This design comes from an exercise in tuning for small area, a short achievable clock period and few clock cycles on the open sky130 flow, not from production work.
At most, simulation tests tie the RTL to the original design; equivalence was not proved.
Power and IR drop assume default switching activity.

cedar:
Design xcpu, start of the top module:
module xcpu (
    input  logic        clk,
    input  logic        rst,         
    input  logic        start,
    output logic        busy,
    output logic        mem_req,
    output logic        mem_we,
    output logic [7:0]  mem_addr,
    output logic [31:0] mem_wdata,
    input  logic        mem_ready,
    input  logic [31:0] mem_rdata,
    output logic        out_valid,
    output logic [31:0] out_data,
    input  logic        out_ready,
    input  logic [3:0]  dbg_sel,
    output logic [31:0] dbg_data,
    output logic [7:0]  flags
);
export LEC_CHECK = 0
export CAP_MARGIN = 20
export CORE_MARGIN = 2
export CORE_UTILIZATION = 35
export PLACE_DENSITY = 0.5
export SETUP_SLACK_MARGIN = 4
export SLEW_MARGIN = 20
create_clock -name core_clock -period 10.0 [get_ports {clk}]
standard.sh (not shown) runs the stock make flow with config.mk's settings and CLKGATE_MAP_FILE= SYNTH_SCRIPT=/design/flow/synth_recipe.tcl, a recipe that flattens the netlist after the stock synthesis.
==> flow/flow/run.sh <==
#!/bin/bash
# The standard layout (standard.sh), with two changes to how it builds:
# the port buffers are buf_1 cells, and the clock tree uses clkbuf_4/8
# cells without dummy loads.
set -euo pipefail
export BUFFER_PORTS_ARGS="-buffer_cell sky130_fd_sc_hd__buf_1"
export CTS_ARGS="-sink_clustering_enable -repair_clock_nets -buf_list {sky130_fd_sc_hd__clkbuf_4 sky130_fd_sc_hd__clkbuf_8} -dont_use_dummy_load"
bash standard.sh > make_flow.log 2>&1
cedar ended with every stage complete and zero timing, DRC or antenna violations.
Testbench counts of cedar, summed over its fixed seeds: cycles 36,233.
[inputs] garnet vs cedar
diff --git a/flow/config.mk b/flow/config.mk
--- a/flow/config.mk
+++ b/flow/config.mk
@@ -7,3 +7,3 @@
 export LEC_CHECK = 0
-export CAP_MARGIN = 20
+export CAP_MARGIN = 30
 export CORE_MARGIN = 2
@@ -11,3 +11,3 @@
 export PLACE_DENSITY = 0.5
-export SETUP_SLACK_MARGIN = 4
-export SLEW_MARGIN = 20
+export SETUP_SLACK_MARGIN = 4.5
+export SLEW_MARGIN = 30
--- outcome ---
A end of the critical path of dbg_data[12] is what cedar shows, while dbg_data[14] belongs to garnet.
garnet ends up with lower largest driver fanout on the critical path than cedar does.
Between cedar and garnet, areal power density over the cells decreased.
Sequential share of cell area ends up lower on garnet.
There was hardly any difference in clock latency reported for the late side of the worst-skew pair between cedar and garnet.
For nickel, these inputs were changed with respect to garnet:
diff --git a/flow/config.mk b/flow/config.mk
--- a/flow/config.mk
+++ b/flow/config.mk
@@ -7,3 +7,3 @@
 export LEC_CHECK = 0
-export CAP_MARGIN = 30
+export CAP_MARGIN = 10
 export CORE_MARGIN = 2
@@ -11,3 +11,3 @@
 export PLACE_DENSITY = 0.5
-export SETUP_SLACK_MARGIN = 4.5
-export SLEW_MARGIN = 30
+export SETUP_SLACK_MARGIN = 4
+export SLEW_MARGIN = 10
## What came out
- nickel: maximum number of pins on one net before global-route repair 46 above garnet
- There was hardly any difference in cell count after placement between nickel and garnet.
- Non-clock buffer count was higher in the run labelled garnet.
> inputs changed (nickel -> harbor)
==> flow/flow/run.sh <==
#!/bin/bash
# The standard layout (standard.sh), with two changes to how it builds:
# the port buffers are buf_1 cells, and the clock tree uses clkbuf_8/16
# cells in clusters of up to 20 sinks, without dummy loads.
set -euo pipefail
export BUFFER_PORTS_ARGS="-buffer_cell sky130_fd_sc_hd__buf_1"
export CTS_ARGS="-sink_clustering_enable -repair_clock_nets -buf_list {sky130_fd_sc_hd__clkbuf_8 sky130_fd_sc_hd__clkbuf_16} -sink_clustering_size 20 -sink_clustering_max_diameter 60 -dont_use_dummy_load"
bash standard.sh > make_flow.log 2>&1
diff --git a/flow/config.mk b/flow/config.mk
--- a/flow/config.mk
+++ b/flow/config.mk
@@ -7,3 +7,3 @@
 export LEC_CHECK = 0
-export CAP_MARGIN = 10
+export CAP_MARGIN = 30
 export CORE_MARGIN = 2
@@ -12,2 +12,2 @@
 export SETUP_SLACK_MARGIN = 4
-export SLEW_MARGIN = 10
+export SLEW_MARGIN = 30
--- outcome ---
Delta(combinational group share of total power, harbor - nickel) < 0. harbor: no failed stages, no open violations at the end. Cmp harbor vs nickel: global-route wire length before repair lower in harbor. harbor ended up with a221oi_4 as its cell with the largest stage delay on the worst path; nickel ended up with a221oi_1. Between harbor and nickel, total power after layout is higher for harbor, nickel comes in under that. [harbor] share of the final layout cell area in multi-input gates fell 0.19 points relative to nickel. harbor supports a lower top clock frequency than nickel. Between harbor and nickel, the post-detailed-placement cell area figures differ only marginally. Per the comparison of harbor with nickel, count of routing violations after the opening detailed-route iteration decreased by 97 relative to the old numbers; worst hold slack closely matched the old numbers; number of ordinary and repair buffers in the finished layout increased by 4 relative to the old numbers. | share of the cycle needed by the critical path after routing | higher: harbor |.

* * *

Another version of the RTL of xcpu (not shown whole).
Size in the first run: ~3700 cells after synthesis, about 160 I/O pins.
export LEC_CHECK = 0
export CAP_MARGIN = 30
export CORE_MARGIN = 2
export CORE_UTILIZATION = 55
export PLACE_DENSITY = 0.65
export SETUP_SLACK_MARGIN = 4
export SLEW_MARGIN = 30
create_clock -name core_clock -period 10.0 [get_ports {clk}]
==> flow/flow/run.sh <==
#!/bin/bash
# The standard layout (standard.sh), with two changes to how it builds:
# the port buffers are buf_1 cells, and the clock tree uses clkbuf_4/8
# cells without dummy loads.
set -euo pipefail
export BUFFER_PORTS_ARGS="-buffer_cell sky130_fd_sc_hd__buf_1"
export CTS_ARGS="-sink_clustering_enable -repair_clock_nets -buf_list {sky130_fd_sc_hd__clkbuf_4 sky130_fd_sc_hd__clkbuf_8} -dont_use_dummy_load"
bash standard.sh > make_flow.log 2>&1
The first run reached the layout checks and failed them: capacitance limit.
Rerun with:
--- a/flow/config.mk
+++ b/flow/config.mk
@@ -10,2 +10,2 @@
-export CORE_UTILIZATION = 55
-export PLACE_DENSITY = 0.65
+export CORE_UTILIZATION = 35
+export PLACE_DENSITY = 0.5
Result: The new run finished clean; design area is higher by 0.98%; non-clock buffer count is lower by 19; critical path depth is lower by 2; clock power is higher by about 7%; total power is higher by 0.79%; count of clock-buffer cells in the layout is higher by 9; worst setup slack is better by 14 ps; clock skew is higher by 90 ps.
No functional check of the RTL was part of any run of this note.

==> separate check: timing with driven ports <==
Ports are ideal in the flow. The routed layouts listed here were re-timed in OpenROAD. Step 1 (the two cells are an assumption about what drives the block):
set clk [get_ports {clk}]
set_driving_cell -lib_cell sky130_fd_sc_hd__clkbuf_16 $clk
set_driving_cell -lib_cell sky130_fd_sc_hd__buf_2 [delete_from_list [all_inputs] $clk]
Step 2 adds t to the input delays and takes it off the output delays; t is the mean of the earliest and latest rising clock arrival at the registers after step 1. Input paths then give back, and output paths get back, about the clock's delay inside the block. Slacks: no drivers / after step 1 / after step 2; pairs: no drivers / after step 1.
| run | t, ns | slack for setup (ns) | worst hold slack (ns) | slew at the worst register clock pin (ns) | pins driven straight from the clock port |
|---|---|---|---|---|---|
| cedar | 0.797 | 4.029 / 3.994 / 3.415 | 0.489 / 0.489 / 0.489 | 0.06 / 0.06 | 1 |
| garnet | 0.819 | 4.164 / 4.109 / 3.847 | 0.489 / 0.489 / 0.489 | 0.07 / 0.07 | 1 |
| nickel | 0.797 | 4.029 / 3.994 / 3.415 | 0.489 / 0.489 / 0.489 | 0.06 / 0.06 | 1 |
| harbor | 0.732 | 3.969 / 3.941 / 3.351 | 0.489 / 0.489 / 0.489 | 0.09 / 0.09 | 1 |
| the first run of note 2 | 0.745 | 3.890 / 3.789 / 3.200 | 0.460 / 0.460 / 0.460 | 0.07 / 0.07 | 1 |
| the second run of note 2 | 0.779 | 3.904 / 3.762 / 3.263 | 0.467 / 0.467 / 0.467 | 0.06 / 0.06 | 1 |
The setup slack of the first run of note 2, which loses most, moves by -0.101 ns with the drivers and by -0.690 ns with both steps.
